Context: an optimization exercise on an open-source flow, tuned for small area and a short achievable clock period. The choices shown serve that exercise and are no tape-out recipe. Function was checked by simulation only, so behaviour that the tests miss may differ from the original. No activity file was given, so power comes from the tool's default toggle rates.

`flow/design.v`:
```
module zcpf_nec (
    input  wire       clk,
    input  wire       rst,       
    input  wire       zc_in,     
    input  wire       ir_in,     
    input  wire       dt_tick,   
    input  wire       tb_tick,   
    input  wire [3:0] addr,
    input  wire [7:0] wdata,
    input  wire       rd,
    input  wire       wr,
    output reg  [7:0] rdata,
    output reg        gate_n
);
    localparam [2:0] S_IDLE    = 3'd0;
    localparam [2:0] S_MARK    = 3'd1;
    localparam [2:0] S_SPACE   = 3'd2;
    localparam [2:0] S_HIGHBIT = 3'd3;
    localparam [2:0] S_LOWBIT  = 3'd4;
    localparam [2:0] S_REPEAT  = 3'd5;
    localparam [127:0] LUT_TT = {
        16'h003f, 16'h00c7, 16'h014b, 16'h0399,
        16'h0255, 16'h030f, 16'h0333, 16'h0155 };
    localparam [7:0] KICK_200 = 8'had, KICK_199 = 8'h5b, KICK_1 = 8'h80;
    localparam [15:0] TB_FFFF = 16'h8000;
    function [7:0] step8;
        input [7:0] q;
        begin
            step8 = {q[6:0], q[7] ^ q[5] ^ q[4] ^ q[3] ^ (q[6:0] == 7'd0)};
        end
    endfunction
    function [15:0] step16;
        input [15:0] q;
        begin
            step16 = {q[14:0], q[15] ^ q[14] ^ q[12] ^ q[3] ^ (q[14:0] == 15'd0)};
        end
    endfunction
    function [7:0] lut;
        input [3:0] idx;
        integer b;
        begin
            for (b = 0; b < 8; b = b + 1)
                lut[b] = LUT_TT[16*b + idx];
        end
    endfunction
    reg  [2:0]  ir_state;
    reg  [3:0]  phase;        
    reg  [3:0]  dly_a;        
    reg  [4:0]  dly_b;
    reg         dly_armed;
    reg         gate;
    reg         run;
    reg  [3:0]  level;
    reg         start_req;
    reg  [7:0]  kick_cnt;
    reg  [15:0] tb_cnt;
    reg  [7:0]  hc_cnt;
    reg  [7:0]  ovf_cnt;
    reg         ir_level;
    reg  [15:0] ivc;          
    reg  [31:1] acc;
    reg  [4:0]  bitcnt;
    reg  [31:0] frame;
    reg         frame_vld;    
    reg  [1:0]  ir_idle;
    reg         frame_rdy;
    reg         rpt_pend;
    reg         ovf_f;
    reg         zc_f;
    reg         pulse_on;     
    reg  [3:0]  pulse_cnt;    
    reg         zc_prev;
    reg         ir_prev;
    wire ir_now = ~ir_in;
    wire zc_ev  = zc_in & ~zc_prev;
    wire ir_ev  = ir_now ^ ir_prev;
    wire dt_ev  = dt_tick & dly_armed;
    wire wr_lvl = wr & (addr == 4'h0);
    wire wr_ctl = wr & (addr == 4'h1);
    wire wr_flg = wr & (addr == 4'h4);
    wire       wlvl_z = wdata[7] | (wdata[6:0] == 7'd0);
    wire       wlvl_9 = (wdata[6:0] > 7'd9) | (wdata[3:0] == 4'd9);
    wire [3:0] wlvl   = wdata[7] ? 4'd0 : wlvl_9 ? 4'd9 : wdata[3:0];
    wire kick_nz = (kick_cnt != 8'd0);
    wire kick_1  = (kick_cnt == KICK_1);
    wire dly_bz  = (dly_b == 5'd0);
    wire dly_z   = (dly_a == 4'd10) & dly_bz;
    wire c_zero = wr_lvl & wlvl_z;                           
    wire c_kick = wr_lvl & ~wlvl_z & ~run & start_req;       
    wire c_set  = wr_lvl & ~wlvl_z & ~start_req & ~run       
                | wr_lvl & ~wlvl_z & run & ~kick_nz;
    wire c_keep = ~(c_zero | c_kick | c_set);                
    wire       w_run   = c_zero ? 1'b0 : (c_kick | run);
    wire [3:0] w_level = wr_lvl ? wlvl : level;
    wire       w_ph9   = c_kick | (c_set & wlvl_9 & ~wdata[7]) | (c_keep & phase == 4'd9);
    wire kick_end = zc_ev & c_keep & ~c_zero & kick_1;    
    reg [3:0] w_phase;
    always @* begin
        if (c_zero)        w_phase = 4'd0;
        else if (c_kick)   w_phase = 4'd9;
        else if (c_set)    w_phase = wlvl;
        else               w_phase = phase;
    end
    reg [3:0] n_phase;
    always @* begin
        if (kick_end)      n_phase = w_level;
        else               n_phase = w_phase;
    end
    reg [7:0] n_kick;
    always @* begin
        if (c_zero)                 n_kick = 8'd0;
        else if (c_kick)            n_kick = zc_ev ? KICK_199 : KICK_200;
        else if (zc_ev & kick_nz)   n_kick = step8(kick_cnt);
        else                        n_kick = kick_cnt;
    end
    wire       dly_step = dt_ev & ~dly_z;
    wire [3:0] n_dly_a = zc_ev ? w_phase :
                         (dly_step & dly_bz) ? dly_a + 4'd1 : dly_a;
    wire [4:0] n_dly_b = zc_ev ? (dt_tick ? 5'd4 : 5'd5) :
                         dly_step ? (dly_bz ? 5'd24 : dly_b - 5'd1) : dly_b;
    wire expire  = ~zc_ev & dt_ev & dly_z;
    wire fire    = expire & w_run;
    wire n_armed = zc_ev | (dly_armed & ~expire);
    wire n_gate  = (zc_ev & w_run & w_ph9) | (gate & ~expire);
    wire n_pulse_on = fire | (pulse_on & (pulse_cnt != 4'd0));
    wire [15:0] iv = ivc;
    wire iv_ge787 = (iv >= 16'd787);
    wire iv_lt394 = (iv <  16'd394);
    wire iv_bit   = (iv >= 16'd56) && (iv <= 16'd84);
    wire iv_low   = (iv >= 16'd56) && (iv <= 16'd252);
    wire iv_one   = (iv >= 16'd168);
    wire st_idle = (ir_state == S_IDLE);
    wire st_mark = (ir_state == S_MARK);
    wire st_spc  = (ir_state == S_SPACE);
    wire st_hi   = (ir_state == S_HIGHBIT);
    wire st_lo   = (ir_state == S_LOWBIT);
    wire st_rpt  = (ir_state == S_REPEAT);
    reg [2:0] ed_state;
    always @* begin
        case (ir_state)
            S_IDLE:    ed_state = S_MARK;       
            S_MARK:    ed_state = iv_ge787 ? S_SPACE : S_IDLE;
            S_SPACE:   ed_state = iv_lt394 ? S_REPEAT : S_HIGHBIT;
            S_HIGHBIT: ed_state = iv_bit ? S_LOWBIT : S_IDLE;
            S_LOWBIT:  ed_state = (iv_low & (bitcnt != 5'd31)) ? S_HIGHBIT : S_IDLE;
            default:   ed_state = S_IDLE;
        endcase
    end
    wire go_idle_hold = st_idle & ~ir_now;                  
    wire done_pre = st_lo & iv_low & (bitcnt == 5'd31);     
    wire rpt_pre  = st_rpt & iv_bit;
    wire [4:0] ed_bitcnt = (st_lo & iv_low & (bitcnt != 5'd31)) ? bitcnt + 5'd1 :
                           (st_spc | st_hi & iv_bit) ? bitcnt : 5'd0;
    wire [15:0] sel = 16'd1 << addr;
    wire        sel_fr = frame_vld & addr[3] & ~addr[2];
    wire [7:0] rd_view =
        ({8{sel[0]}} & {4'd0, level}) |
        ({8{sel[1]}} & {7'd0, start_req}) |
        ({8{sel[2]}} & lut(phase)) |
        ({8{sel[3]}} & {3'd0, ir_level, dly_armed, gate, kick_nz, run}) |
        ({8{sel[4]}} & {4'd0, zc_f, ovf_f, rpt_pend, frame_rdy}) |
        ({8{sel[5]}} & hc_cnt) |
        ({8{sel[6]}} & ovf_cnt) |
        ({8{sel[7]}} & {ir_state, bitcnt}) |
        ({8{sel_fr & addr[1:0] == 2'd0}} & frame[7:0]) |
        ({8{sel_fr & addr[1:0] == 2'd1}} & frame[15:8]) |
        ({8{sel_fr & addr[1:0] == 2'd2}} & frame[23:16]) |
        ({8{sel_fr & addr[1:0] == 2'd3}} & frame[31:24]);
    wire tb_wrap = tb_tick & (tb_cnt == TB_FFFF);
    wire [1:0] idle_ir = ir_ev ? 2'd0 : ir_idle;
    always @(posedge clk) begin
        zc_prev <= zc_in;
        ir_prev <= ir_now;
        dly_a   <= n_dly_a;
        dly_b   <= n_dly_b;
        if (fire)
            pulse_cnt <= 4'd15;
        else
            pulse_cnt <= pulse_cnt - 4'd1;
        if (ir_ev)
            ivc <= {15'd0, tb_tick};
        else if (tb_tick)
            ivc <= ivc + 16'd1;
        if (ir_ev & st_lo)
            acc <= {iv_one, acc[31:2]};
        if (ir_ev & done_pre)
            frame <= {iv_one, acc};
    end
    always @(posedge clk) begin
        if (rst) begin
            ir_state  <= S_IDLE;
            phase     <= 4'd0;
            dly_armed <= 1'b0;
            gate      <= 1'b0;
            run       <= 1'b0;
            level     <= 4'd0;
            start_req <= 1'b0;
            kick_cnt  <= 8'd0;
            tb_cnt    <= 16'd0;
            hc_cnt    <= 8'd0;
            ovf_cnt   <= 8'd0;
            ir_level  <= 1'b0;
            bitcnt    <= 5'd0;
            frame_vld <= 1'b0;
            ir_idle   <= 2'd0;
            frame_rdy <= 1'b0;
            rpt_pend  <= 1'b0;
            ovf_f     <= 1'b0;
            zc_f      <= 1'b0;
            pulse_on  <= 1'b0;
            gate_n    <= 1'b1;
            rdata     <= 8'd0;
        end else begin
            phase     <= n_phase;
            dly_armed <= n_armed;
            gate      <= n_gate;
            run       <= w_run;
            level     <= w_level;
            kick_cnt  <= n_kick;
            pulse_on  <= n_pulse_on;
            gate_n    <= ~(n_gate | n_pulse_on);
            if (wr_lvl)
                start_req <= 1'b0;
            else if (wr_ctl)
                start_req <= wdata[0];
            if (zc_ev)
                hc_cnt <= hc_cnt + 8'd1;
            if (ir_ev) begin
                ir_level <= ir_now;
                if (!go_idle_hold) begin
                    ir_state <= ed_state;
                    bitcnt   <= ed_bitcnt;
                end
                if (done_pre)
                    frame_vld <= 1'b1;
            end
            if (tb_tick)
                tb_cnt <= step16(tb_cnt);
            if (tb_wrap) begin
                ovf_cnt <= ovf_cnt + 8'd1;
                ir_idle <= (idle_ir == 2'd2) ? 2'd2 : idle_ir + 2'd1;
            end else begin
                ir_idle <= idle_ir;
            end
            frame_rdy <= (frame_rdy & ~(wr_flg & wdata[0])) | (ir_ev & done_pre);
            rpt_pend  <= ((rpt_pend & ~(wr_flg & wdata[1])) | (ir_ev & rpt_pre))
                         & ~(tb_wrap & (idle_ir != 2'd0));
            ovf_f     <= (ovf_f & ~(wr_flg & wdata[2])) | tb_wrap;
            zc_f      <= (zc_f & ~(wr_flg & wdata[3])) | zc_ev;
            if (rd)
                rdata <= rd_view;
        end
    end
endmodule
```
`flow/flow/run.sh`:
```
#!/bin/bash
# Own layout flow: the standard flow (standard.sh, standard synthesis
# unchanged) with extra ORFS variables from flow/extra.env, e.g. the cell
# buffer_ports puts on every port.
set -euo pipefail
set -a
source flow/extra.env
set +a
bash standard.sh > flow.log 2>&1
```
`flow/flow/extra.env`:
```
BUFFER_PORTS_ARGS="-buffer_cell sky130_fd_sc_hd__buf_4"
```
`flow/standard.sh`:
```
#!/bin/bash
# synth_recipe.tcl (not shown) runs the flow's synth.tcl, then flattens the netlist and writes it again
# the make line also repeats each setting of config.mk as NAME=value (left out here)
make -C /OpenROAD-flow-scripts/flow DESIGN_CONFIG=/design/flow/config.mk WORK_HOME=/design/flow/orfs CLKGATE_MAP_FILE= SYNTH_SCRIPT=/design/flow/synth_recipe.tcl "${@:-finish}"
```
`flow/config.mk`:
```
export PLATFORM = sky130hd
export DESIGN_NAME = zcpf_nec
export DESIGN_NICKNAME = zcpf_nec
export VERILOG_FILES = /design/flow/design.v
export SDC_FILE = /design/flow/constraint.sdc
export NUM_CORES = 4
export LEC_CHECK = 0
export CAP_MARGIN = 20
export CORE_MARGIN = 2
export CORE_UTILIZATION = 40
export CTS_BUF_LIST = sky130_fd_sc_hd__clkbuf_4 sky130_fd_sc_hd__clkbuf_8
export SETUP_SLACK_MARGIN = 2.7
export SLEW_MARGIN = 20
```
`flow/constraint.sdc`:
```
create_clock -name core_clock -period 4.5 [get_ports {clk}]
set_input_delay 0.9000 -clock core_clock [delete_from_list [all_inputs] [get_ports {clk}]]
set_output_delay 0.9000 -clock core_clock [all_outputs]
set_load 0.01 [all_outputs]
```
==> results of run 1 <==
synthesized netlist by cell type (3+ instances only):
cell,n
mux2i_1,19
a211oi_1,7
nand3_1,21
buf_1,4
dfxtp_1,99
nand2b_1,12
xor2_1,14
a31oi_1,9
inv_1,24
nor3_1,17
a221oi_1,5
nor4b_1,3
mux2_2,5
xnor2_1,19
edfxtp_1,73
and3_1,10
o22ai_1,4
nand3b_1,6
a21oi_1,57
or4_1,3
a2111oi_2,3
o21ai_0,31
nor4_1,11
clkbuf_1,20
nand2_1,64
and4_1,7
a311oi_1,5
a21o_1,3
buf_2,6
or3_1,13
nor3b_1,4
o211ai_1,3
or2_2,6
nand4_1,13
ha_1,17
a22oi_1,17
nor2_1,87
and2_1,3
nor2b_1,4
flip-flops by register name (all words and copies together) (netlist names), 2 cells and up:
| name | flops |
|---|---|
| pulse_cnt | 4 |
| phase | 4 |
| ovf_cnt | 8 |
| ir_idle | 2 |
| ivc | 16 |
| dly_b | 5 |
| hc_cnt | 8 |
| kick_cnt | 8 |
| level | 4 |
| rdata | 8 |
| dly_a | 4 |
| tb_cnt | 16 |
| frame | 32 |
| ir_state | 3 |
| acc | 31 |
| bitcnt | 5 |
path summary, 6_finish.rpt:
check	start	to	slack, ns	cells after the start
worst max-delay path	addr[0]	phase[2]	2.46	7
worst min-delay path	pulse_cnt[0]	pulse_cnt[0]	0.43	1
worst max register to register	kick_cnt[2]	phase[2]	2.49	6
worst min register to register	pulse_cnt[0]	pulse_cnt[0]	0.43	1
critical path: cells and delay by family:
family                 cells  cell delay, ns
multiplexers               1            0.30
AND/OR/NAND/NOR            3            0.71
buffers and inverters      2            0.31
AO/OA/AOI/OAI              1            0.18
final cells by class:
cell class / count / area share
multi-input cells: 544 / 0.399
flip-flops and latches: 172 / 0.393
repair buffers: 128 / 0.129
well taps: 265 / 0.0307
clock buffers: 17 / 0.0217
clock inverters: 15 / 0.0179
inverters: 24 / 0.00835
metrics by stage:
step | hold WS, ns | area, µm² | worst slack, ns | total power, mW | util
detailed placement | 0.398 | 8630 | 1.67 | 1.87 | 0.445
finish | 0.433 | 10800 | 2.46 | 3.07 | 0.556
floorplan | 0.379 | 8350 | 1.76 | 1.82 | -
global route | 0.457 | 10800 | 2.43 | 3.19 | 0.556
CTS | 0.422 | 10100 | 2.51 | 3.07 | 0.519
global placement | 0.390 | 8630 | 1.67 | 1.86 | 0.445
logic make-up after synthesis:
kind of cell,count (synthesis)
XOR/XNOR,33
buffers and inverters,60
multiplexers,26
flip-flops,172
AO/OA/AOI/OAI,169
AND/OR/NAND/NOR,298
adder cells (fa/ha/maj),17
cells in the final DEF, fill, tap and decap left out, types with 7 or more instances in the layout:
master and instances:
dfxtp_4 10, xor2_1 13, clkbuf_8 17, nor3_1 11, nor2_1 77, a21oi_2 11, nand2_1 55, dfxtp_2 21
o21ai_0 21, xnor2_1 18, buf_6 36, mux2i_1 18, nand4_1 13, ha_1 13, nand2b_1 9, inv_1 21
nand3_1 19, nor2_4 7, and3_1 7, dfxtp_1 68, a22oi_1 13, a21oi_1 42, buf_4 73, edfxtp_1 73
or3_1 9
per-layer routing:
metal  vias up  track usage  routed length [µm]
met1      3220        0.264                9410
li1       3092            -                   -
met2       188        0.333               10500
met4         0       0.0644                 395
met3        37       0.0497                1110
met5         -            0                   0
report_power, final:
| group | switching [mW] | internal (mW) |
|---|---|---|
| registers | 0.0256 | 1.63 |
| clock network | 0.634 | 0.525 |
| logic | 0.133 | 0.119 |
repair_timing:
action	in CTS	in global routing
setup buffers	48	42
gates cloned	4	5
endpoints found under the setup margin	142	108
gates resized for setup	125	71
pin swaps	46	43
==> results.json, run 1 <==
{
  "grt_pass1_vias": 6216,
  "nNetsFinal": 924,
  "grt_max_degree": 73,
  "arrival_ns": 2.41,
  "syn2layout_area_growth_pct": 36.7,
  "row_count": 51,
  "synth.area.top_cells": "edfxtp_1 (28%), dfxtp_1 (25%), nor2_1 (4.1%)",
  "rsz0062_at_grt": "yes",
  "cp.required_ns": 4.88,
  "num_vias": 6537,
  "port_buffers": 28,
  "worstSetupStartpointType": "input pin",
  "crit_chain": "buf_8, or3b_4, nor2_4, nand4_4, buf_6, mux2_4, a2111oi_4",
  "htreeDepth": 4,
  "grt_use_total": 0.203,
  "tns_ns": 0,
  "synth_cell_types": 75,
  "clk_pin_slew_ns": 0.10,
  "cts_tree": "built",
  "power.leakage_nw": 3.84,
  "synthMuxAreaShare": 0.0350,
  "synth_top_area_share": 0.278,
  "wire_per_inst_um": 18.4,
  "cap_violations": 0,
  "period_share": 0.453,
  "final-max-slew-violation-count": 0,
  "insertion_delay_ns": 0.47,
  "synth.yosys.warnings": 1,
  "diodes": 0,
  "numCtsBuffers": 17,
  "setup_violations": 0,
  "die-area_um2": 20900,
  "synth-async-reset-ratio": 0,
  "hpwl_mm": 13.2,
  "hp-class": "register to register",
  "multiInputGateArea_um2": 4310,
  "hold_violations": 0,
  "synth_compound_area_frac": 0.140,
  "critPathMaxStageDelay_ns": 0.43,
  "placedCellCount": 1034,
  "synth-edff-count": 73,
  "synthCells": 775,
  "worst_pin_slew_ns": 0.733,
  "cp_max_fo": 16,
  "slew-limit-headroom": 0.509,
  "final_cells": 1165,
  "critical_path_class": "input pin to register",
  "yosysTopAreaCell": "edfxtp_1",
  "clockBufferDepth": 2,
  "synth-main-ff-cell": "dfxtp_1",
  "synth-xor-area-share": 0.0366,
  "boundaryPins": 29,
  "drcViolationCount": 0,
  "clock_skew_ns": 0.0166,
  "period_needed_ns": 2.04,
  "firstDrtPassIters": 5,
  "syn_area_um2": 7890,
  "cp_slowest_cell": "or3b_4",
  "die_y_um": 144,
  "viasPerCell": 5.61,
  "grt-ovfl-total": 0,
  "drt_iter0_drc": 518,
  "grt_pass1_wl_mm": 32.7,
  "seq_area_um2": 4240,
  "ant_nets": 0,
  "antenna_found_initial": 0,
  "drive_above_1_share": 0.364,
  "synth_top_family_by_area": "simple AND/OR/NAND/NOR gates",
  "ys_seq_elements": 172,
  "hold_buffers": 0,
  "crit_path_end_kind": "register",
  "syn_nets": 812,
  "fmax_mhz": 491,
  "cts_sinks": 172,
  "power_density_nw_per_um2": 285,
  "synthSimpleGateAreaFrac": 0.197,
  "globalplace.congestion": 0.892,
  "wl_mm": 21.4,
  "nFillCells": 1637,
  "core-area_um2": 19400,
  "initial_core_util": 0.407,
  "die_w_um": 144,
  "synth_fa_ha_area_frac": 0.0270,
  "cts_root_buffer": "clkbuf_8",
  "avgSynthCellArea_um2": 10.2,
  "run_status": "finished clean",
  "ys_seq_area_frac": 0.529,
  "ir_drop_v": 0.000175
}
==> run 2, diff against run 1 <==
--- a/flow/config.mk
+++ b/flow/config.mk
@@ -11,3 +11,3 @@
 export CTS_BUF_LIST = sky130_fd_sc_hd__clkbuf_4 sky130_fd_sc_hd__clkbuf_8
-export SETUP_SLACK_MARGIN = 2.7
+export SETUP_SLACK_MARGIN = 2.2
 export SLEW_MARGIN = 20
==> run 2 against run 1 <==
Still clean on timing, DRC and antenna. Combinational power shrank 35%. Die area unchanged. Worst setup slack got worse by 0.16 ns. Critical path depth shrank 1. Clock skew is essentially flat. Sequential power about the same. Sequential share of layout area rose by 7.9 points. Clock power hardly changed. Critical path type unchanged.
==> results.json, run 2 <==
{
  "synthCells": 775,
  "drive_above_1_share": 0.139,
  "cts_sinks": 172,
  "reg2reg_slack_ns": 2.36,
  "viasPerCell": 5.38,
  "synth.area.top_cells": "edfxtp_1 (28%), dfxtp_1 (25%), nor2_1 (4.1%)",
  "firstDrtPassIters": 4,
  "period_needed_ns": 2.19,
  "nNetsFinal": 827,
  "synth_top_area_share": 0.278,
  "initial_core_util": 0.407,
  "period_share": 0.488,
  "worst-path-buf-inv": 1,
  "critPathTopFamily": "simple AND/OR/NAND/NOR gates",
  "ant_nets": 0,
  "nFillCells": 1866,
  "setup_slack_ns": 2.31,
  "setup_violations": 0,
  "antenna_found_initial": 0,
  "crit_path_end_kind": "register",
  "die_w_um": 144,
  "numCtsBuffers": 17,
  "wire_per_inst_um": 16.5,
  "min_to": "pulse_cnt[0]",
  "cp_slowest_cell": "nor3_1",
  "crit_chain": "buf_4, or3b_4, nor3_1, nand2_1, nand3_1, a31oi_1",
  "run_status": "finished clean",
  "fin_util": 0.456,
  "row_count": 51,
  "reg_top3": "frame x32, acc x31",
  "yosysMostFrequentCell": "dfxtp_1",
  "yosysTopAreaCell": "edfxtp_1",
  "syn_nets": 812,
  "insertion_delay_ns": 0.48,
  "post-route-cell-area_um2": 8850,
  "power.leakage_nw": 3.04,
  "grt_pass1_wl_mm": 28.5,
  "layout_commonest_cell": "dfxtp_1",
  "synth_commonest_cells": "dfxtp_1 (99), nor2_1 (87), edfxtp_1 (73), nand2_1 (64), a21oi_1 (57)",
  "cts_tree": "built",
  "synth_top_family_by_area": "simple AND/OR/NAND/NOR gates",
  "rsz0062_at_grt": "no",
  "synthSimpleGateAreaFrac": 0.197,
  "fmax_mhz": 456,
  "htreeDepth": 4,
  "hold_violations": 0,
  "synth-edff-count": 73,
  "avgSynthCellArea_um2": 10.2,
  "dp_slack_ns": 1.59,
  "ys_seq_area_frac": 0.529,
  "grt-ovfl-total": 0,
  "globalplace.congestion": 0.839,
  "reg2regPathDepth": 5,
  "ys_seq_elements": 172,
  "slew-limit-headroom": 0.453,
  "worst_pin_slew_ns": 0.818,
  "final_cells": 1068,
  "synth_compound_area_frac": 0.140,
  "critical_path_class": "input pin to register",
  "critPathMaxStageDelay_ns": 0.49,
  "syn2layout_area_growth_pct": 12.2,
  "r2r_start": "kick_cnt[1]",
  "power_density_nw_per_um2": 339,
  "die_y_um": 144,
  "largest_reg_flops": 32,
  "drt_iter0_drc": 370,
  "drcViolationCount": 0,
  "largest_register": "frame",
  "boundaryPins": 29,
  "diodes": 0,
  "cts_root_buffer": "clkbuf_8",
  "cap_violations": 0,
  "clk_pin_slew_ns": 0.10,
  "synthMuxAreaShare": 0.0350,
  "core-area_um2": 19400,
  "syn_area_um2": 7890,
  "placedCellCount": 1036,
  "tns_ns": 0,
  "die-area_um2": 20900,
  "synth_fa_ha_area_frac": 0.0270,
  "grt_use_total": 0.176,
  "synth.yosys.warnings": 1,
  "clock_skew_ns": 0.0169,
  "hp-start": "pulse_cnt[0]",
  "cp.required_ns": 4.87,
  "ir_drop_v": 0.000180,
  "cp_max_fo": 20,
  "worstSetupStartpointType": "input pin",
  "port_buffers": 28,
  "synth-xor-area-share": 0.0366,
  "final-max-slew-violation-count": 0,
  "num_vias": 5744,
  "hold_buffers": 0,
  "arrival_ns": 2.56,
  "clockBufferDepth": 2,
  "final_cell_mix": "dfxtp_1 (99), nor2_1 (83), edfxtp_1 (73), nand2_1 (62), a21oi_1 (55)",
  "synth_cell_types": 75,
  "dpl_cell_area_um2": 8360,
  "hpwl_mm": 12.2,
  "worstReg2RegEnd": "phase[2]",
  "hp-class": "register to register",
  "worstHoldPathCells": 1,
  "grt_max_degree": 73,
  "grt_pass1_vias": 5423,
  "wl_mm": 17.7,
  "synth-async-reset-ratio": 0,
  "synth-main-ff-cell": "dfxtp_1",
  "postCtsSetupBuffers": 0
}
[run 2: cell count changes in the layout (fill, tap and decap cells not counted), sizes merged]
cell,delta
nor2b,-1
inv,-1
buf,-90
bufbuf,-1
clkbuf,-4
[run 2: report_power, final]
group / total (mW) / internal, mW / switching (mW)
Combinational: 0.165 / 0.0630 / 0.102
Sequential: 1.66 / 1.64 / 0.0209
Clock: 1.18 / 0.532 / 0.644
Total: 3.00 / 2.23 / 0.767
[run 2: worst max-delay path by stage]
stage | startpoint | slack [ns] | endpoint | cells after the start
finish | addr[1] | 2.31 | kick_cnt[2] | 6
global placement | zc_in | 1.58 | phase[1] | 6
floorplan | ir_in | 1.76 | frame[0] | 3
detailed placement | zc_in | 1.59 | phase[2] | 6
CTS | dly_b[0] | 2.20 | gate | 7
global route | addr[1] | 2.20 | kick_cnt[2] | 6
[run 2: metal layers]
metal / vias to the layer above / part of all wire / GRT usage
met2: 110 / 0.46 / 0.274
met5: - / 0 / 0
met4: 0 / 0.015 / 0.0547
li1: 2894 / - / -
met1: 2719 / 0.48 / 0.245
met3: 21 / 0.042 / 0.0377
[run 2: repair_timing]
| action | CTS | global route |
|---|---|---|
| gates resized for setup | 1 | 10 |
| pin swaps | 0 | 0 |
| setup endpoints to repair | 2 | 57 |
[run 2: final cells by class]
type	count	area (µm²)	area share
sequential	172	4170	0.471
inverter	24	90.1	0.0102
clock inverter	14	195	0.0220
multi-input combinational	543	3580	0.404
timing repair buffer	32	244	0.0276
clock buffer	18	241	0.0273
tap	265	332	0.0375
[run 2: logic make-up after synthesis]
family / after synthesis
compound gates: 169
mux: 26
simple gates: 298
buf+inv: 60
fa+ha+maj: 17
xor+xnor: 33
flops: 172
[run 2: per-stage QoR]
stage | hold slack (ns) | power (mW)
6_report | 0.413 | 3.00
5_1_grt | 0.429 | 3.11
4_1_cts | 0.416 | 3.02
3_5_place_dp | 0.391 | 1.85
3_3_place_gp | 0.383 | 1.85
2_1_floorplan | 0.371 | 1.80
==> run 3, diff against run 2 <==
--- a/flow/config.mk
+++ b/flow/config.mk
@@ -11,3 +11,3 @@
 export CTS_BUF_LIST = sky130_fd_sc_hd__clkbuf_4 sky130_fd_sc_hd__clkbuf_8
-export SETUP_SLACK_MARGIN = 2.2
+export SETUP_SLACK_MARGIN = 0.0
 export SLEW_MARGIN = 20
==> run 3 against run 2 <==
Clock power barely moved. Sequential share of layout area rose by 0.66 points. Worst setup slack got worse by 0.29 ns. Sequential power barely moved. Flip-flop and latch count did not move. Non-clock buffer count did not move. Still clean on timing, DRC and antenna.
==> results.json, run 3 <==
{
  "core-area_um2": 19400,
  "critPathMaxStageDelay_ns": 0.46,
  "placedCellCount": 1036,
  "final_cell_mix": "dfxtp_1 (99), nor2_1 (86), edfxtp_1 (73), nand2_1 (64), a21oi_1 (57)",
  "dpl_cell_area_um2": 8300,
  "drive_above_1_share": 0.118,
  "setup_slack_ns": 2.02,
  "nNetsFinal": 827,
  "hpwl_mm": 12.3,
  "final-max-slew-violation-count": 0,
  "num_vias": 5759,
  "final_cells": 1069,
  "boundaryPins": 29,
  "slew-limit-headroom": 0.308,
  "globalplace.congestion": 0.870,
  "drcViolationCount": 0,
  "hp-class": "register to register",
  "largest_reg_flops": 32,
  "clock_skew_ns": 0.0203,
  "post-route-cell-area_um2": 8730,
  "crit_path_end_kind": "register",
  "die-area_um2": 20900,
  "worst_pin_slew_ns": 1.04,
  "initial_core_util": 0.407,
  "grt-ovfl-total": 0,
  "worstHoldPathCells": 1,
  "cp_max_fo": 20,
  "grtUsageMet2": 0.270,
  "grt_pass1_vias": 5385,
  "die_y_um": 144,
  "multiInputGateArea_um2": 3470,
  "synth_commonest_cells": "dfxtp_1 (99), nor2_1 (87), edfxtp_1 (73), nand2_1 (64), a21oi_1 (57)",
  "wire_per_inst_um": 16.4,
  "largest_register": "frame",
  "fmax_mhz": 403,
  "row_count": 51,
  "cts_resized": 0,
  "fin_util": 0.450,
  "top_usage_layer": "met2",
  "synth_cell_types": 75,
  "reg2regPathDepth": 7,
  "avgSynthCellArea_um2": 10.2,
  "critPathTopFamily": "simple AND/OR/NAND/NOR gates",
  "firstDrtPassIters": 6,
  "tns_ns": 0,
  "synthCells": 775,
  "cp.required_ns": 4.86,
  "cap_violations": 0,
  "ant_nets": 0,
  "viasPerCell": 5.39,
  "grt_max_degree": 73,
  "use_met1": 0.241,
  "power.leakage_nw": 3.01,
  "layout_commonest_cell": "dfxtp_1",
  "port_buffers": 28,
  "die_w_um": 144,
  "numCtsBuffers": 17,
  "syn_nets": 812,
  "crit_chain": "buf_4, nor3b_1, nand2_1, a31oi_1, nor2_1, a2111oi_2",
  "worst-path-buf-inv": 1,
  "ys_seq_area_frac": 0.529,
  "hold_violations": 0,
  "crit_cells": 6,
  "insertion_delay_ns": 0.47,
  "yosysTopAreaCell": "edfxtp_1",
  "nFillCells": 1872,
  "clockBufferDepth": 2,
  "synth.area.top_cells": "edfxtp_1 (28%), dfxtp_1 (25%), nor2_1 (4.1%)",
  "grt_use_total": 0.175,
  "drt_iter0_drc": 353,
  "grt_pass1_wl_mm": 28.3,
  "wl_mm": 17.6,
  "synth_top_area_share": 0.278,
  "postCtsSetupBuffers": 0,
  "arrival_ns": 2.84,
  "cts_sinks": 172,
  "syn_area_um2": 7890,
  "period_needed_ns": 2.48,
  "synth.yosys.warnings": 1,
  "grt_use_met3": 0.0421,
  "reg_top3": "frame x32, acc x31",
  "cp_slowest_cell": "nor3b_1",
  "critical_path_class": "input pin to register",
  "antenna_found_initial": 1,
  "synth-async-reset-ratio": 0,
  "dp_slack_ns": 1.53,
  "ir_drop_v": 0.000172,
  "synth-main-ff-cell": "dfxtp_1",
  "htreeDepth": 4,
  "syn2layout_area_growth_pct": 10.7,
  "worstSetupStartpointType": "input pin",
  "run_status": "finished clean",
  "hold_buffers": 0,
  "yosysMostFrequentCell": "dfxtp_1",
  "cts_tree": "built",
  "clk_pin_slew_ns": 0.10,
  "rsz0062_at_grt": "no",
  "seq_area_um2": 4170,
  "power_density_nw_per_um2": 342,
  "period_share": 0.552,
  "cts_root_buffer": "clkbuf_8",
  "setup_violations": 0,
  "ys_seq_elements": 172,
  "synth-edff-count": 73
}
==> run 3: logic make-up (layout without fill, tap and decap cells) <==
family	count (synthesis)	count (layout)	share of synthesized area
other cells	0	1	0
compound gates	169	169	0.140
simple gates	298	298	0.197
mux	26	26	0.0350
xor+xnor	33	33	0.0366
buf+inv	60	88	0.0346
flops	172	172	0.529
fa+ha+maj	17	17	0.0270
==> run 3: final timing paths <==
kind                                     end    startpoint  slack (ns)
worst min register to register  pulse_cnt[0]  pulse_cnt[0]        0.41
worst max register to register          gate      dly_b[0]        2.17
worst max-delay path                phase[2]       addr[1]        2.02
worst min-delay path            pulse_cnt[0]  pulse_cnt[0]        0.41
==> run 3: layout make-up <==
type | count | share of cell area
multi-input cells | 543 | 0.397
repair buffers | 32 | 0.0275
diodes | 1 | 0.000287
flip-flops and latches | 172 | 0.478
inverters | 24 | 0.0103
clock inverters | 14 | 0.0211
clock buffers | 18 | 0.0277
well taps | 265 | 0.0380
==> run 3: layer usage <==
metal / vias up / share of wire
met3: 26 / 0.043
met4: 0 / 0.019
met2: 101 / 0.46
met5: - / 0
met1: 2744 / 0.48
li1: 2888 / -
==> run 3: worst reg2reg max path, delay by kind of cell, from the launching register on <==
kind / cells / cell delay, ns
AOI/OAI and AO/OA: 3 / 0.71
DFF: 1 / 0.39
buffers and inverters: 1 / 0.09
adders and majority gates: 1 / 0.20
and+or+nand+nor: 2 / 0.85
==> run 3: through the flow <==
stage	total power, mW	hold WS, ns
finish	2.99	0.415
global route	3.09	0.435
CTS	3.02	0.421
detailed placement	1.85	0.399
global placement	1.85	0.384
floorplan	1.79	0.371
==> run 3: power breakdown <==
| group | switching, mW | total, mW | internal [mW] |
|---|---|---|---|
| Combinational | 0.0979 | 0.159 | 0.0608 |
| Sequential | 0.0200 | 1.66 | 1.64 |
| Clock | 0.603 | 1.17 | 0.570 |
==> run 4, diff against run 3 <==
--- a/flow/config.mk
+++ b/flow/config.mk
@@ -11,3 +11,5 @@
 export CTS_BUF_LIST = sky130_fd_sc_hd__clkbuf_4 sky130_fd_sc_hd__clkbuf_8
-export SETUP_SLACK_MARGIN = 0.0
+export CTS_CLUSTER_DIAMETER = 80
+export CTS_CLUSTER_SIZE = 30
+export SETUP_SLACK_MARGIN = 2.4
 export SLEW_MARGIN = 20
==> run 4 against run 3 <==
Sequential power barely moved. Fmax increased by 19%. Register-to-register slack improved by 0.32 ns. Clock power decreased by 6%. Clock skew decreased by 0.0038 ns. Global-route usage up 0.64 points. Sequential share of layout area down 2.0 points. Critical endpoint unchanged. Highest routed layer is now met5.
==> results.json, run 4 <==
{
  "run_status": "finished clean",
  "grt_pass1_wl_mm": 29.2,
  "clockBufferDepth": 2,
  "cts_sinks": 172,
  "clock_skew_ns": 0.0164,
  "synth-async-reset-ratio": 0,
  "cp_slowest_cell": "or3b_4",
  "firstDrtPassIters": 5,
  "syn2layout_area_growth_pct": 15.7,
  "largest_register": "frame",
  "r2r_start": "kick_cnt[0]",
  "tns_ns": 0,
  "final_cell_mix": "dfxtp_1 (95), nor2_1 (80), edfxtp_1 (73), nand2_1 (62), a21oi_1 (55)",
  "nNetsFinal": 841,
  "antenna_found_initial": 1,
  "rsz0062_at_grt": "yes",
  "cp.required_ns": 4.87,
  "synth_cell_types": 75,
  "hp-class": "register to register",
  "grt_use_total": 0.181,
  "grt_max_degree": 73,
  "largest_reg_flops": 32,
  "nFillCells": 1803,
  "reg_top3": "frame x32, acc x31",
  "numCtsBuffers": 17,
  "hold_violations": 0,
  "synthCells": 775,
  "crit_chain": "buf_4, or3b_4, nor2_4, nand4_4, mux2_4, a2111oi_2",
  "drive_above_1_share": 0.184,
  "viasPerCell": 5.53,
  "critPathTopFamily": "simple AND/OR/NAND/NOR gates",
  "cts_root_buffer": "clkbuf_8",
  "slew-limit-headroom": 0.483,
  "syn_nets": 812,
  "die_w_um": 144,
  "crit_path_end_kind": "register",
  "worst_pin_slew_ns": 0.775,
  "worstReg2RegEnd": "phase[2]",
  "syn_area_um2": 7890,
  "die-area_um2": 20900,
  "critPathLaunch": "addr[0]",
  "synth_top_area_share": 0.278,
  "final_cells": 1082,
  "critical_path_class": "input pin to register",
  "reg2reg_slack_ns": 2.49,
  "boundaryPins": 29,
  "yosysTopAreaCell": "edfxtp_1",
  "final-max-slew-violation-count": 0,
  "yosysMostFrequentCell": "dfxtp_1",
  "power.leakage_nw": 3.16,
  "power_density_nw_per_um2": 322,
  "ys_seq_area_frac": 0.529,
  "grt_pass1_vias": 5558,
  "htreeDepth": 4,
  "wire_per_inst_um": 17.0,
  "drt_iter0_drc": 430,
  "period_needed_ns": 2.09,
  "die_y_um": 144,
  "row_count": 51,
  "ir_drop_v": 0.000154,
  "crit_cells": 6,
  "cp_max_fo": 16,
  "cap_violations": 0,
  "arrival_ns": 2.45,
  "globalplace.congestion": 0.873,
  "placedCellCount": 1035,
  "insertion_delay_ns": 0.47,
  "fmax_mhz": 480,
  "synth.area.top_cells": "edfxtp_1 (28%), dfxtp_1 (25%), nor2_1 (4.1%)",
  "diodes": 0,
  "setup_violations": 0,
  "cts_tree": "built",
  "drcViolationCount": 0,
  "layout_commonest_cell": "dfxtp_1",
  "worst-path-buf-inv": 1,
  "grt-ovfl-total": 0,
  "wl_mm": 18.4,
  "synth.yosys.warnings": 1,
  "ys_seq_elements": 172,
  "initial_core_util": 0.407,
  "reg2regPathDepth": 5,
  "ant_nets": 0,
  "synth_commonest_cells": "dfxtp_1 (99), nor2_1 (87), edfxtp_1 (73), nand2_1 (64), a21oi_1 (57)",
  "hpwl_mm": 13.0,
  "critPathMaxStageDelay_ns": 0.46,
  "clk_pin_slew_ns": 0.10,
  "port_buffers": 28,
  "worstSetupStartpointType": "input pin",
  "synth-edff-count": 73,
  "synth-main-ff-cell": "dfxtp_1",
  "core-area_um2": 19400,
  "avgSynthCellArea_um2": 10.2,
  "endpoint": "phase[2]",
  "num_vias": 5984,
  "period_share": 0.463
}
==> run 4: cells by family (layout without fill, tap and decap cells) <==
family	after synthesis	count (layout)	share of synthesized area
compound gates	169	169	0.140
flops	172	172	0.529
mux	26	26	0.0350
fa+ha+maj	17	17	0.0270
xor+xnor	33	33	0.0366
simple gates	298	298	0.197
buf+inv	60	102	0.0346
==> run 4: worst reg2reg max path, stage by stage (launching register included) <==
cell	delay, ns
dfxtp_1	0.37
or4_4	0.58
o21ai_4	0.22
nand4_4	0.16
mux2_4	0.34
a2111oi_2	0.26
==> run 4: worst min path at each step <==
stage / startpoint / end / slack, ns / cells after the start
2_1_floorplan: pulse_cnt[0] / pulse_cnt[0] / 0.37 / 1
3_3_place_gp: pulse_cnt[0] / pulse_cnt[0] / 0.38 / 1
3_5_place_dp: pulse_cnt[0] / pulse_cnt[0] / 0.38 / 1
4_1_cts: pulse_cnt[0] / pulse_cnt[0] / 0.41 / 1
5_1_grt: pulse_cnt[0] / pulse_cnt[0] / 0.42 / 1
6_report: pulse_cnt[0] / pulse_cnt[0] / 0.41 / 1
==> run 4: per-stage QoR <==
| step | hold WS [ns] | utilization | power, mW | instance area [µm²] | worst slack [ns] |
|---|---|---|---|---|---|
| final | 0.406 | 0.471 | 2.94 | 9130 | 2.41 |
| after global routing | 0.424 | 0.471 | 3.06 | 9130 | 2.33 |
| after CTS | 0.406 | 0.464 | 2.96 | 9000 | 2.39 |
| after detailed placement | 0.384 | 0.438 | 1.86 | 8490 | 1.63 |
| after global placement | 0.381 | 0.438 | 1.86 | 8490 | 1.59 |
| after floorplan | 0.371 | - | 1.81 | 8150 | 1.76 |
==> run 4: repair_timing <==
| item | CTS | global route |
|---|---|---|
| pin swaps | 4 | 9 |
| gates resized for setup | 9 | 16 |
| hold buffers | 0 | 0 |
| buffers inserted | 7 | 8 |
| setup endpoints to repair | 60 | 95 |
==> run 4: routing by layer <==
metal	routed length, µm	track usage
met5	14	0
met4	373	0.0593
met3	1030	0.0424
met2	8530	0.288
met1	8450	0.245
==> run 4: area by class of cell <==
type	instances	area, µm²	share of cell area
timing repair buffer	46	349	0.0382
sequential	172	4180	0.458
inverter	24	90.1	0.00986
tap	265	332	0.0363
clock inverter	15	166	0.0182
multi-input combinational	543	3780	0.414
clock buffer	17	234	0.0256
==> run 4: report_power, final <==
part           internal [mW]  switching, mW
registers               1.64         0.0218
logic                 0.0718          0.109
clock network          0.468          0.635
total                   2.18          0.765
==> run 5, diff against run 4 <==
--- a/flow/config.mk
+++ b/flow/config.mk
@@ -11,4 +11,2 @@
 export CTS_BUF_LIST = sky130_fd_sc_hd__clkbuf_4 sky130_fd_sc_hd__clkbuf_8
-export CTS_CLUSTER_DIAMETER = 80
-export CTS_CLUSTER_SIZE = 30
 export SETUP_SLACK_MARGIN = 2.4
==> run 5 against run 4 <==
Still clean. Final area stayed put. Non-clock buffer count stayed put. Wire length stayed put. Largest power group unchanged.
==> results.json, run 5 <==
{
  "htreeDepth": 4,
  "syn_area_um2": 7890,
  "tns_ns": 0,
  "synth-async-reset-ratio": 0,
  "r2r_start": "kick_cnt[0]",
  "min_to": "pulse_cnt[0]",
  "grt_max_degree": 73,
  "synth_top_area_share": 0.278,
  "dp_slack_ns": 1.63,
  "avgSynthCellArea_um2": 10.2,
  "clockBufferDepth": 2,
  "clock_skew_ns": 0.0164,
  "cp_max_fo": 16,
  "grt_use_total": 0.181,
  "fmax_mhz": 480,
  "cp_slowest_cell": "or3b_4",
  "synth.yosys.warnings": 1,
  "firstDrtPassIters": 5,
  "port_buffers": 28,
  "insertion_delay_ns": 0.47,
  "final_cells": 1082,
  "critical_path_class": "input pin to register",
  "grt-ovfl-total": 0,
  "synth-main-ff-cell": "dfxtp_1",
  "period_share": 0.463,
  "worstSetupStartpointType": "input pin",
  "layout_commonest_cell": "dfxtp_1",
  "reg2regPathDepth": 5,
  "drt_iter0_drc": 430,
  "dpl_cell_area_um2": 8490,
  "crit_chain": "buf_4, or3b_4, nor2_4, nand4_4, mux2_4, a2111oi_2",
  "worst_pin_slew_ns": 0.775,
  "largest_reg_flops": 32,
  "synth_cell_types": 75,
  "antenna_found_initial": 1,
  "hp-start": "pulse_cnt[0]",
  "cp.required_ns": 4.87,
  "final-max-slew-violation-count": 0,
  "yosysMostFrequentCell": "dfxtp_1",
  "cts_sinks": 172,
  "ys_seq_elements": 172,
  "period_needed_ns": 2.09,
  "grt_pass1_wl_mm": 29.2,
  "cap_violations": 0,
  "synth-edff-count": 73,
  "syn_nets": 812,
  "num_vias": 5984,
  "synth_commonest_cells": "dfxtp_1 (99), nor2_1 (87), edfxtp_1 (73), nand2_1 (64), a21oi_1 (57)",
  "core-area_um2": 19400,
  "wl_mm": 18.4,
  "worstHoldPathCells": 1,
  "rsz0062_at_grt": "yes",
  "die-area_um2": 20900,
  "setup_slack_ns": 2.41,
  "cts_tree": "built",
  "row_count": 51,
  "hpwl_mm": 13.0,
  "numCtsBuffers": 17,
  "placedCellCount": 1035,
  "crit_path_end_kind": "register",
  "die_w_um": 144,
  "wire_per_inst_um": 17.0,
  "power_density_nw_per_um2": 322,
  "drive_above_1_share": 0.184,
  "globalplace.congestion": 0.873,
  "final_cell_mix": "dfxtp_1 (95), nor2_1 (80), edfxtp_1 (73), nand2_1 (62), a21oi_1 (55)",
  "nFillCells": 1803,
  "hold_violations": 0,
  "worstReg2RegEnd": "phase[2]",
  "ir_drop_v": 0.000154,
  "initial_core_util": 0.407,
  "syn2layout_area_growth_pct": 15.7,
  "synth.area.top_cells": "edfxtp_1 (28%), dfxtp_1 (25%), nor2_1 (4.1%)",
  "critPathMaxStageDelay_ns": 0.46,
  "largest_register": "frame",
  "slew-limit-headroom": 0.483,
  "synthCells": 775,
  "reg2reg_slack_ns": 2.49,
  "fin_util": 0.471,
  "viasPerCell": 5.53,
  "diodes": 0,
  "yosysTopAreaCell": "edfxtp_1",
  "clk_pin_slew_ns": 0.10,
  "nNetsFinal": 841,
  "hp-class": "register to register",
  "critPathLaunch": "addr[0]",
  "boundaryPins": 29,
  "setup_violations": 0,
  "run_status": "finished clean",
  "post-route-cell-area_um2": 9130,
  "power.leakage_nw": 3.16,
  "cts_root_buffer": "clkbuf_8",
  "grt_pass1_vias": 5558,
  "hold-worst-slack_ns": 0.406,
  "ys_seq_area_frac": 0.529,
  "drcViolationCount": 0,
  "arrival_ns": 2.45,
  "reg_top3": "frame x32, acc x31",
  "finalPower_mw": 2.94,
  "ant_nets": 0,
  "die_y_um": 144
}
-- run 5: worst max-delay path by stage --
stage	end	slack, ns	depth (start not counted)
3_3_place_gp	rdata[5]	1.59	6
2_1_floorplan	frame[0]	1.76	3
3_5_place_dp	bitcnt[2]	1.63	6
4_1_cts	bitcnt[2]	2.39	5
5_1_grt	rdata[6]	2.33	6
6_report	phase[2]	2.41	6
-- run 5: report_power, final --
group | total [mW] | internal (mW) | switching, mW
clock | 1.10 | 0.468 | 0.635
combinational | 0.181 | 0.0718 | 0.109
sequential | 1.66 | 1.64 | 0.0218
-- run 5: worst max-delay path: cells and delay by family --
family	cells	cell delay, ns
mux	1	0.34
simple gates	3	0.76
compound gates	1	0.26
buf+inv	1	0.19
-- run 5: area by class of cell --
type                       count  area (µm²)  area share
sequential                   172        4180       0.458
clock inverter                15         166      0.0182
clock buffer                  17         234      0.0256
inverter                      24        90.1     0.00986
multi-input combinational    543        3780       0.414
timing repair buffer          46         349      0.0382
tap                          265         332      0.0363
-- run 5: repair_timing --
item                       CTS  global route
buffers inserted             7             8
setup endpoints to repair   60            95
hold buffers                 0             0
hold endpoints to repair     0             0
resized for setup            9            16
pin swaps                    4             9
-- run 5: cells by family after synthesis --
group | count (synthesis) | share of synthesized area
AOI/OAI and AO/OA | 169 | 0.140
xor gates and xnor gates | 33 | 0.0366
adders and majority gates | 17 | 0.0270
buffers and inverters | 60 | 0.0346
DFF | 172 | 0.529
muxes | 26 | 0.0350
and+or+nand+nor | 298 | 0.197
-- run 5: routing by layer --
metal | part of all wire | GRT usage | vias up
met4 | 0.020 | 0.0593 | 2
met2 | 0.46 | 0.288 | 190
met3 | 0.056 | 0.0424 | 28
met1 | 0.46 | 0.245 | 2840
met5 | 0.00076 | 0 | -
li1 | - | - | 2924
==> run 6, diff against run 5 <==
==> flow/flow/extra.env (replaced) <==
BUFFER_PORTS_ARGS="-buffer_cell sky130_fd_sc_hd__buf_4"
CTS_ARGS="-sink_clustering_enable -repair_clock_nets -dont_use_dummy_load -buf_list {sky130_fd_sc_hd__clkbuf_4 sky130_fd_sc_hd__clkbuf_8}"
==> run 6 against run 5 <==
Clock-buffer cell count unchanged. Register-to-register slack got worse by 0.04 ns. Critical path depth is the same. Critical endpoint unchanged. Area after synthesis unchanged. Global-route usage about the same. Utilization down 0.55 points. Combinational power is 2% higher. Hold slack got worse by 0.0053 ns. Final area down 1.2%.
==> results.json, run 6 <==
{
  "cts_root_buffer": "clkbuf_8",
  "hold_violations": 0,
  "clock_skew_ns": 0.0355,
  "synth.yosys.warnings": 1,
  "synth-edff-count": 73,
  "synthCells": 775,
  "viasPerCell": 5.55,
  "period_share": 0.456,
  "final_cell_mix": "dfxtp_1 (96), nor2_1 (80), edfxtp_1 (73), nand2_1 (62), a21oi_1 (55)",
  "hp-class": "register to register",
  "largest_register": "frame",
  "layout_commonest_cell": "dfxtp_1",
  "synth_fa_ha_area_frac": 0.0270,
  "tns_ns": 0,
  "largest_reg_flops": 32,
  "synthMuxAreaShare": 0.0350,
  "worstSetupStartpointType": "input pin",
  "ant_nets": 0,
  "diodes": 0,
  "wire_per_inst_um": 17.3,
  "clk_pin_slew_ns": 0.07,
  "drive_above_1_share": 0.176,
  "run_status": "finished clean",
  "p_comb_frac": 0.069,
  "die_y_um": 144,
  "m1WireLength_mm": 8.60,
  "grt-ovfl-total": 0,
  "final-max-slew-violation-count": 0,
  "critical_path_class": "input pin to register",
  "ir_drop_v": 0.000160,
  "syn2layout_area_growth_pct": 14.4,
  "yosysMostFrequentCell": "dfxtp_1",
  "globalplace.congestion": 0.873,
  "boundaryPins": 29,
  "wl_met3_mm": 1.02,
  "clockBufferDepth": 2,
  "die-area_um2": 20900,
  "setup_violations": 0,
  "grt_max_degree": 73,
  "synth_top_family_by_area": "simple AND/OR/NAND/NOR gates",
  "grt_pass1_wl_mm": 29.2,
  "initial_core_util": 0.407,
  "drt_iter0_drc": 412,
  "nNetsFinal": 847,
  "rsz0062_at_grt": "no",
  "cp_max_fo": 16,
  "synth_commonest_cells": "dfxtp_1 (99), nor2_1 (87), edfxtp_1 (73), nand2_1 (64), a21oi_1 (57)",
  "routed.top_layer": "met5",
  "synthSimpleGateAreaFrac": 0.197,
  "grt_use_total": 0.182,
  "ys_seq_elements": 172,
  "fmax_mhz": 487,
  "power_frac_seq": 0.623,
  "p_int_mw": 2.04,
  "synth_cell_types": 75,
  "hpwl_mm": 13.0,
  "insertion_delay_ns": 0.47,
  "numCtsBuffers": 17,
  "hold-worst-slack_ns": 0.400,
  "port_buffers": 28,
  "synth_compound_area_frac": 0.140,
  "cts_sinks": 172,
  "ys_seq_area_frac": 0.529,
  "wl_met2_mm": 8.51,
  "power_density_nw_per_um2": 295,
  "firstDrtPassIters": 6,
  "antenna_found_initial": 1,
  "synth_top_area_share": 0.278,
  "die_w_um": 144,
  "slew-limit-headroom": 0.485,
  "cp.required_ns": 4.85,
  "yosysTopAreaCell": "edfxtp_1",
  "synth-xor-area-share": 0.0366,
  "crit_path_end_kind": "register",
  "power.leakage_nw": 3.12,
  "grt_pass1_vias": 5587,
  "row_count": 51,
  "p_switching_mw": 0.617,
  "placedCellCount": 1035,
  "synth-main-ff-cell": "dfxtp_1",
  "reg_top3": "frame x32, acc x31",
  "cap_violations": 0,
  "avgSynthCellArea_um2": 10.2,
  "wl_mm": 18.5,
  "syn_area_um2": 7890,
  "core-area_um2": 19400,
  "cts_tree": "built",
  "p_clk_frac": 0.308,
  "worst_pin_slew_ns": 0.773,
  "drcViolationCount": 0,
  "synth-async-reset-ratio": 0,
  "arrival_ns": 2.40,
  "syn_nets": 812,
  "period_needed_ns": 2.05,
  "num_vias": 5960,
  "dp_slack_ns": 1.63,
  "final_cells": 1073,
  "p_sw_frac": 0.232,
  "synth.area.top_cells": "edfxtp_1 (28%), dfxtp_1 (25%), nor2_1 (4.1%)",
  "setup_slack_ns": 2.45,
  "htreeDepth": 4
}
## run 6: cell counts after synthesis
Identical to the previous run, type by type.
## run 6: layer usage
layer,vias up,track usage
li1,2918,-
met1,2836,0.243
met2,170,0.289
met3,34,0.0427
met4,2,0.0644
met5,-,0
## run 6: worst paths after layout
kind	start	to	slack [ns]	depth (start not counted)
min reg2reg	pulse_cnt[0]	pulse_cnt[0]	0.40	1
max	addr[0]	phase[2]	2.45	6
max reg2reg	kick_cnt[1]	phase[2]	2.45	5
min	pulse_cnt[0]	pulse_cnt[0]	0.40	1
## run 6: final cells by class
class	instances	area, µm²
Fill cell	1812	10400
Sequential cell	172	4180
Multi-Input combinational cell	543	3790
Timing Repair Buffer	52	398
Tap cell	265	332
Clock buffer	17	234
Inverter	24	90.1
## run 6: cell families (layout without fill, tap and decap cells)
group,count (synthesis),after routing
flip-flops,172,172
AND/OR/NAND/NOR,298,298
AO/OA/AOI/OAI,169,169
XOR/XNOR,33,33
buffers and inverters,60,93
adder cells (fa/ha/maj),17,17
multiplexers,26,26
## run 6: power by group through the flow
stage                     logic, mW  registers, mW  clock network, mW
final                         0.185           1.66              0.819
after global placement        0.164           1.69                  0
after CTS                     0.174           1.66              0.842
after global routing          0.204           1.66              0.901
after detailed placement      0.170           1.69                  0
after floorplan               0.124           1.69                  0
## run 6: through the flow
stage | cell area (µm²) | total power [mW] | util
after CTS | 8850 | 2.67 | 0.456
after global routing | 9030 | 2.76 | 0.465
after detailed placement | 8490 | 1.86 | 0.438
final | 9030 | 2.66 | 0.465
after global placement | 8490 | 1.86 | 0.438
after floorplan | 8150 | 1.81 | -
## run 6: what timing repair did
item	4_1_cts	5_1_grt
hold buffers	0	0
setup endpoints to repair	61	97
pin swaps	5	8
gates resized for setup	9	19
setup buffers	10	11
## run 6: worst max-delay path, stage by stage
cell and delay [ns]:
buf_4 0.19, or3b_4 0.44, nor2_4 0.13, nand4_4 0.14
mux2_4 0.34, a2111oi_2 0.26
==> run 7, diff against run 6 <==
--- a/flow/config.mk
+++ b/flow/config.mk
@@ -11,3 +11,3 @@
 export CTS_BUF_LIST = sky130_fd_sc_hd__clkbuf_4 sky130_fd_sc_hd__clkbuf_8
-export SETUP_SLACK_MARGIN = 2.4
+export SETUP_SLACK_MARGIN = 2.5
 export SLEW_MARGIN = 20
==> run 7 against run 6 <==
Flip-flop and latch count is the same. Register-to-register slack gained 0.05 ns. Total power grew 0.59%. First-iteration DRC count grew 16%. Critical path depth is the same. Clock power shrank 1%. Hold slack gained 0.017 ns. Die area is the same. Cell count grew 1.1%. Clock skew grew 0.0055 ns. Non-clock buffer count grew 11. Largest power group unchanged.
==> results.json, run 7 <==
{
  "cp.required_ns": 4.85,
  "hpwl_mm": 13.1,
  "synth_cell_types": 75,
  "final-max-slew-violation-count": 0,
  "avgSynthCellArea_um2": 10.2,
  "cap_violations": 0,
  "row_count": 51,
  "cts_tree": "built",
  "rsz0062_at_grt": "yes",
  "final_cells": 1085,
  "p_int_mw": 2.06,
  "initial_core_util": 0.407,
  "cts_sinks": 172,
  "firstDrtPassIters": 5,
  "crit_path_end_kind": "register",
  "grt_use_total": 0.188,
  "port_buffers": 28,
  "grt-ovfl-total": 0,
  "reg2reg_slack_ns": 2.50,
  "wire_per_inst_um": 17.7,
  "synth.yosys.warnings": 1,
  "setup_violations": 0,
  "r2r_start": "kick_cnt[5]",
  "drcViolationCount": 0,
  "ant_nets": 0,
  "hp-class": "register to register",
  "largest_register": "frame",
  "p_clk_frac": 0.303,
  "grt_pass1_vias": 5862,
  "placedCellCount": 1034,
  "yosysMostFrequentCell": "dfxtp_1",
  "clockBufferDepth": 2,
  "worst_pin_slew_ns": 0.822,
  "ys_seq_area_frac": 0.529,
  "nFillCells": 1785,
  "core-area_um2": 19400,
  "ir_drop_v": 0.000176,
  "dpl_cell_area_um2": 8560,
  "dp_slack_ns": 1.63,
  "critical_path_class": "input pin to register",
  "hold-worst-slack_ns": 0.417,
  "largest_reg_flops": 32,
  "clk_pin_slew_ns": 0.08,
  "hold_violations": 0,
  "arrival_ns": 2.38,
  "final_cell_mix": "dfxtp_1 (91), nor2_1 (80), edfxtp_1 (73), nand2_1 (60), buf_4 (51)",
  "power_frac_seq": 0.619,
  "drive_above_1_share": 0.227,
  "syn_nets": 812,
  "viasPerCell": 5.56,
  "die-area_um2": 20900,
  "finalPower_mw": 2.68,
  "synth_top_area_share": 0.278,
  "tns_ns": 0,
  "yosysTopAreaCell": "edfxtp_1",
  "cp_max_fo": 5,
  "hp-start": "pulse_cnt[0]",
  "nNetsFinal": 859,
  "layout_commonest_cell": "dfxtp_1",
  "worstHoldPathCells": 1,
  "worstSetupStartpointType": "input pin",
  "cts_root_buffer": "clkbuf_8",
  "grt_max_degree": 73,
  "antenna_found_initial": 0,
  "reg2regPathDepth": 5,
  "p_switching_mw": 0.619,
  "p_comb_frac": 0.078,
  "synth.area.top_cells": "edfxtp_1 (28%), dfxtp_1 (25%), nor2_1 (4.1%)",
  "grt_pass1_wl_mm": 30.5,
  "p_sw_frac": 0.231,
  "wl_mm": 19.2,
  "numCtsBuffers": 17,
  "worstReg2RegEnd": "phase[2]",
  "period_needed_ns": 2.03,
  "synth-async-reset-ratio": 0,
  "run_status": "finished clean",
  "synth_commonest_cells": "dfxtp_1 (99), nor2_1 (87), edfxtp_1 (73), nand2_1 (64), a21oi_1 (57)",
  "num_vias": 6033,
  "globalplace.congestion": 0.897,
  "die_w_um": 144,
  "ys_seq_elements": 172,
  "diodes": 0,
  "period_share": 0.451,
  "boundaryPins": 29,
  "fmax_mhz": 493,
  "insertion_delay_ns": 0.47,
  "htreeDepth": 4,
  "die_y_um": 144,
  "multiInputGateArea_um2": 4020,
  "synth-edff-count": 73,
  "fin_util": 0.488,
  "power.leakage_nw": 3.27,
  "slew-limit-headroom": 0.452,
  "drt_iter0_drc": 476,
  "syn2layout_area_growth_pct": 19.9,
  "power_density_nw_per_um2": 283,
  "setup_slack_ns": 2.47,
  "synth-main-ff-cell": "dfxtp_1",
  "reg_top3": "frame x32, acc x31",
  "synthCells": 775,
  "clock_skew_ns": 0.0410,
  "post-route-cell-area_um2": 9460,
  "min_to": "pulse_cnt[0]",
  "seq_area_um2": 4190,
  "syn_area_um2": 7890
}
[run 7: cell counts after synthesis]
Identical to the previous run, type by type.
[run 7: routing by layer]
metal / GRT usage / share of wire
met5: 0 / 0
met2: 0.308 / 0.48
met1: 0.251 / 0.45
met3: 0.0444 / 0.051
met4: 0.0521 / 0.018
[run 7: layout make-up]
cell class,count,area share
multi-input combinational,544,0.424
tap,265,0.0350
clock buffer,17,0.0247
sequential,172,0.443
timing repair buffer,63,0.0636
inverter,24,0.00952
[run 7: what timing repair did]
action                                 in CTS  in global routing
hold buffers                                0                  0
pin swaps                                  12                 22
resized for setup                          23                 55
setup endpoints to repair                 108                 70
endpoints found under the hold margin       0                  0
setup buffers                              11                 21
gates cloned                                1                  1
[run 7: worst max path at each step]
stage                           start  slack, ns       end  cells after the start
after floorplan                 ir_in       1.76  frame[0]                      3
after global placement        addr[2]       1.68  rdata[5]                      6
after detailed placement      addr[2]       1.63  rdata[5]                      6
after CTS                     addr[2]       2.40  rdata[5]                      6
after global routing      kick_cnt[5]       2.44  dly_a[2]                      6
final                         addr[0]       2.47  phase[2]                      6
[run 7: power by group through the flow]
stage / registers (mW) / clock network [mW] / logic, mW
after detailed placement: 1.69 / 0 / 0.174
final: 1.66 / 0.810 / 0.210
after CTS: 1.66 / 0.839 / 0.183
after floorplan: 1.69 / 0 / 0.133
after global routing: 1.66 / 0.894 / 0.229
after global placement: 1.69 / 0 / 0.169
[run 7: cells by family (layout without fill, tap and decap cells)]
family	Yosys count	in the layout	synth area share
mux	26	26	0.0350
buf+inv	60	104	0.0346
xor+xnor	33	33	0.0366
simple gates	298	299	0.197
compound gates	169	169	0.140
flops	172	172	0.529
fa+ha+maj	17	17	0.0270
[run 7: worst max-delay path, stage by stage]
cell       delay [ns]
buf_16           0.11
or3b_4           0.42
nor2_4           0.16
nand4_4          0.17
mux2_4           0.35
a2111oi_4        0.26
==> run 8, diff against run 7 <==
--- a/flow/config.mk
+++ b/flow/config.mk
@@ -9,5 +9,5 @@
 export CORE_MARGIN = 2
-export CORE_UTILIZATION = 40
+export CORE_UTILIZATION = 50
 export CTS_BUF_LIST = sky130_fd_sc_hd__clkbuf_4 sky130_fd_sc_hd__clkbuf_8
-export SETUP_SLACK_MARGIN = 2.5
+export SETUP_SLACK_MARGIN = 2.4
 export SLEW_MARGIN = 20
==> run 8 against run 7 <==
Still clean. Critical path depth up 1. Clock skew up 0.0045 ns. Total power down 0.59%. Utilization up 9.6 points. Final area down 5.4%. Highest routed layer unchanged.
==> results.json, run 8 <==
{
  "grt_pass1_vias": 5638,
  "wire_per_inst_um": 18.0,
  "hold_violations": 0,
  "final_cell_mix": "dfxtp_1 (97), nor2_1 (80), edfxtp_1 (73), nand2_1 (62), a21oi_1 (55)",
  "core-area_um2": 15300,
  "nFillCells": 1374,
  "rsz0062_at_grt": "yes",
  "ys_seq_area_frac": 0.529,
  "ant_nets": 0,
  "clockBufferDepth": 2,
  "fmax_mhz": 474,
  "initial_core_util": 0.515,
  "layout_commonest_cell": "dfxtp_1",
  "hpwl_mm": 12.6,
  "synth.area.top_cells": "edfxtp_1 (28%), dfxtp_1 (25%), nor2_1 (4.1%)",
  "final_cells": 1014,
  "power.leakage_nw": 3.09,
  "reg_top3": "frame x32, acc x31",
  "syn_nets": 812,
  "die_w_um": 130,
  "boundaryPins": 29,
  "syn2layout_area_growth_pct": 13.4,
  "row_count": 45,
  "drt_iter0_drc": 441,
  "die-area_um2": 16800,
  "drive_above_1_share": 0.174,
  "clock_skew_ns": 0.0455,
  "synth-edff-count": 73,
  "hold-worst-slack_ns": 0.403,
  "dpl_cell_area_um2": 8420,
  "num_vias": 5921,
  "cp.required_ns": 4.78,
  "period_share": 0.468,
  "power_frac_seq": 0.623,
  "diodes": 0,
  "post-route-cell-area_um2": 8950,
  "ys_seq_elements": 172,
  "slew-limit-headroom": 0.469,
  "cts_sinks": 172,
  "hp-class": "register to register",
  "ir_drop_v": 0.000243,
  "antenna_found_initial": 0,
  "power_density_nw_per_um2": 297,
  "htreeDepth": 4,
  "placedCellCount": 981,
  "firstDrtPassIters": 6,
  "dp_slack_ns": 1.65,
  "p_int_mw": 2.05,
  "synth_cell_types": 75,
  "finalPower_mw": 2.66,
  "run_status": "finished clean",
  "setup_violations": 0,
  "synthCells": 775,
  "p_sw_frac": 0.231,
  "yosysTopAreaCell": "edfxtp_1",
  "drcViolationCount": 0,
  "cap_violations": 0,
  "p_comb_frac": 0.071,
  "grt_use_total": 0.225,
  "grt_max_degree": 73,
  "critical_path_class": "input pin to register",
  "tns_ns": 0,
  "syn_area_um2": 7890,
  "synth-async-reset-ratio": 0,
  "p_clk_frac": 0.306,
  "avgSynthCellArea_um2": 10.2,
  "nNetsFinal": 842,
  "insertion_delay_ns": 0.47,
  "worstSetupStartpointType": "input pin",
  "yosysMostFrequentCell": "dfxtp_1",
  "fin_util": 0.584,
  "synth.yosys.warnings": 1,
  "final-max-slew-violation-count": 0,
  "port_buffers": 28,
  "numCtsBuffers": 17,
  "cts_tree": "built",
  "largest_reg_flops": 32,
  "worst_pin_slew_ns": 0.796,
  "setup_slack_ns": 2.39,
  "wl_mm": 18.2,
  "synth-main-ff-cell": "dfxtp_1",
  "viasPerCell": 5.84,
  "cts_root_buffer": "clkbuf_8",
  "largest_register": "frame",
  "globalplace.congestion": 0.852,
  "synth_top_area_share": 0.278,
  "hold_buffers": 0,
  "crit_path_end_kind": "register",
  "arrival_ns": 2.38,
  "grt_pass1_wl_mm": 29.4,
  "period_needed_ns": 2.11,
  "p_switching_mw": 0.615,
  "grt-ovfl-total": 0,
  "synth_commonest_cells": "dfxtp_1 (99), nor2_1 (87), edfxtp_1 (73), nand2_1 (64), a21oi_1 (57)",
  "cp_max_fo": 11,
  "clk_pin_slew_ns": 0.09,
  "die_y_um": 130
}
-- run 8: cell counts after synthesis --
Identical to the previous run, type by type.
-- run 8: layer usage --
metal,vias to the layer above,GRT usage,wire length [µm]
met5,-,0,0
met4,0,0.0626,325
met3,25,0.0434,696
met2,121,0.371,8760
met1,2881,0.304,8430
li1,2894,-,-
-- run 8: worst paths after layout --
kind	from	to	slack, ns	depth (start not counted)
worst max register to register	kick_cnt[1]	dly_a[2]	2.42	6
worst min-delay path	pulse_cnt[0]	pulse_cnt[0]	0.40	1
worst max-delay path	wdata[3]	dly_a[1]	2.39	7
worst min register to register	pulse_cnt[0]	pulse_cnt[0]	0.40	1
-- run 8: critical path, cell delays in order --
cell	delay [ns]
buf_4	0.13
nor4_4	0.36
a21oi_4	0.20
nand4_4	0.18
buf_4	0.13
mux2_2	0.34
o22ai_1	0.13
-- run 8: layout make-up --
class	count	area (µm²)	area share
inverter	24	90.1	0.0101
tap	211	264	0.0295
multi-input combinational	543	3820	0.426
clock buffer	17	234	0.0261
sequential	172	4180	0.467
timing repair buffer	47	368	0.0411
-- run 8: power groups by stage --
stage / clock network (mW) / registers [mW] / logic [mW]
after floorplan: 0 / 1.69 / 0.124
after global placement: 0 / 1.69 / 0.165
after detailed placement: 0 / 1.69 / 0.170
after CTS: 0.837 / 1.66 / 0.174
after global routing: 0.907 / 1.66 / 0.209
final: 0.815 / 1.66 / 0.188
-- run 8: what timing repair did --
item,in CTS,in global routing
gates cloned,0,0
setup endpoints to repair,64,91
pin swaps,6,6
buffers inserted,7,9
gates resized for setup,12,23
-- run 8: cell families (layout without fill, tap and decap cells) --
family / after synthesis / count (layout) / synth area share
XOR/XNOR: 33 / 33 / 0.0366
adder cells (fa/ha/maj): 17 / 17 / 0.0270
flip-flops: 172 / 172 / 0.529
AO/OA/AOI/OAI: 169 / 169 / 0.140
multiplexers: 26 / 26 / 0.0350
AND/OR/NAND/NOR: 298 / 298 / 0.197
buffers and inverters: 60 / 88 / 0.0346

re-timing with driven ports:
No port has a modelled driver above. Below, the same layouts with a new extraction and two added sets of constraints.
Step 1 (the two cells are an assumption about what drives the block):
set clk [get_ports {clk}]
set_driving_cell -lib_cell sky130_fd_sc_hd__clkbuf_16 $clk
set_driving_cell -lib_cell sky130_fd_sc_hd__buf_2 [delete_from_list [all_inputs] $clk]
Step 2 adds t to the input delays and takes it off the output delays; t is the mean of the earliest and latest rising clock arrival at the registers after step 1. Input paths then give back, and output paths get back, about the clock's delay inside the block.
Slacks: ideal / step 1 / step 2; pairs: ideal / step 1.
| run | shift t [ns] | setup WS [ns] | hold WS [ns] | clock arrival spread, ns | pins driven straight from the clock port |
|---|---|---|---|---|---|
| run 1 | 0.500 | 2.463 / 2.440 / 1.940 | 0.433 / 0.433 / 0.433 | 0.017 / 0.017 | 1 |
| run 2 | 0.512 | 2.306 / 2.314 / 1.802 | 0.413 / 0.413 / 0.413 | 0.017 / 0.018 | 1 |
| run 3 | 0.500 | 2.018 / 2.031 / 1.531 | 0.415 / 0.415 / 0.415 | 0.021 / 0.021 | 1 |
| run 4 | 0.498 | 2.415 / 2.427 / 1.929 | 0.406 / 0.406 / 0.406 | 0.021 / 0.020 | 1 |
| run 5 | 0.498 | 2.415 / 2.427 / 1.929 | 0.406 / 0.406 / 0.406 | 0.021 / 0.020 | 1 |
| run 6 | 0.493 | 2.447 / 2.453 / 1.973 | 0.400 / 0.400 / 0.400 | 0.040 / 0.039 | 1 |
| run 7 | 0.484 | 2.470 / 2.424 / 1.941 | 0.417 / 0.417 / 0.417 | 0.041 / 0.041 | 1 |
| run 8 | 0.481 | 2.392 / 2.402 / 1.921 | 0.403 / 0.403 / 0.403 | 0.049 / 0.050 | 1 |
After both steps setup and hold are still met in every run listed. For run 7, which loses most, drivers alone change the setup slack by -0.046 ns; drivers and shift together by -0.529 ns.
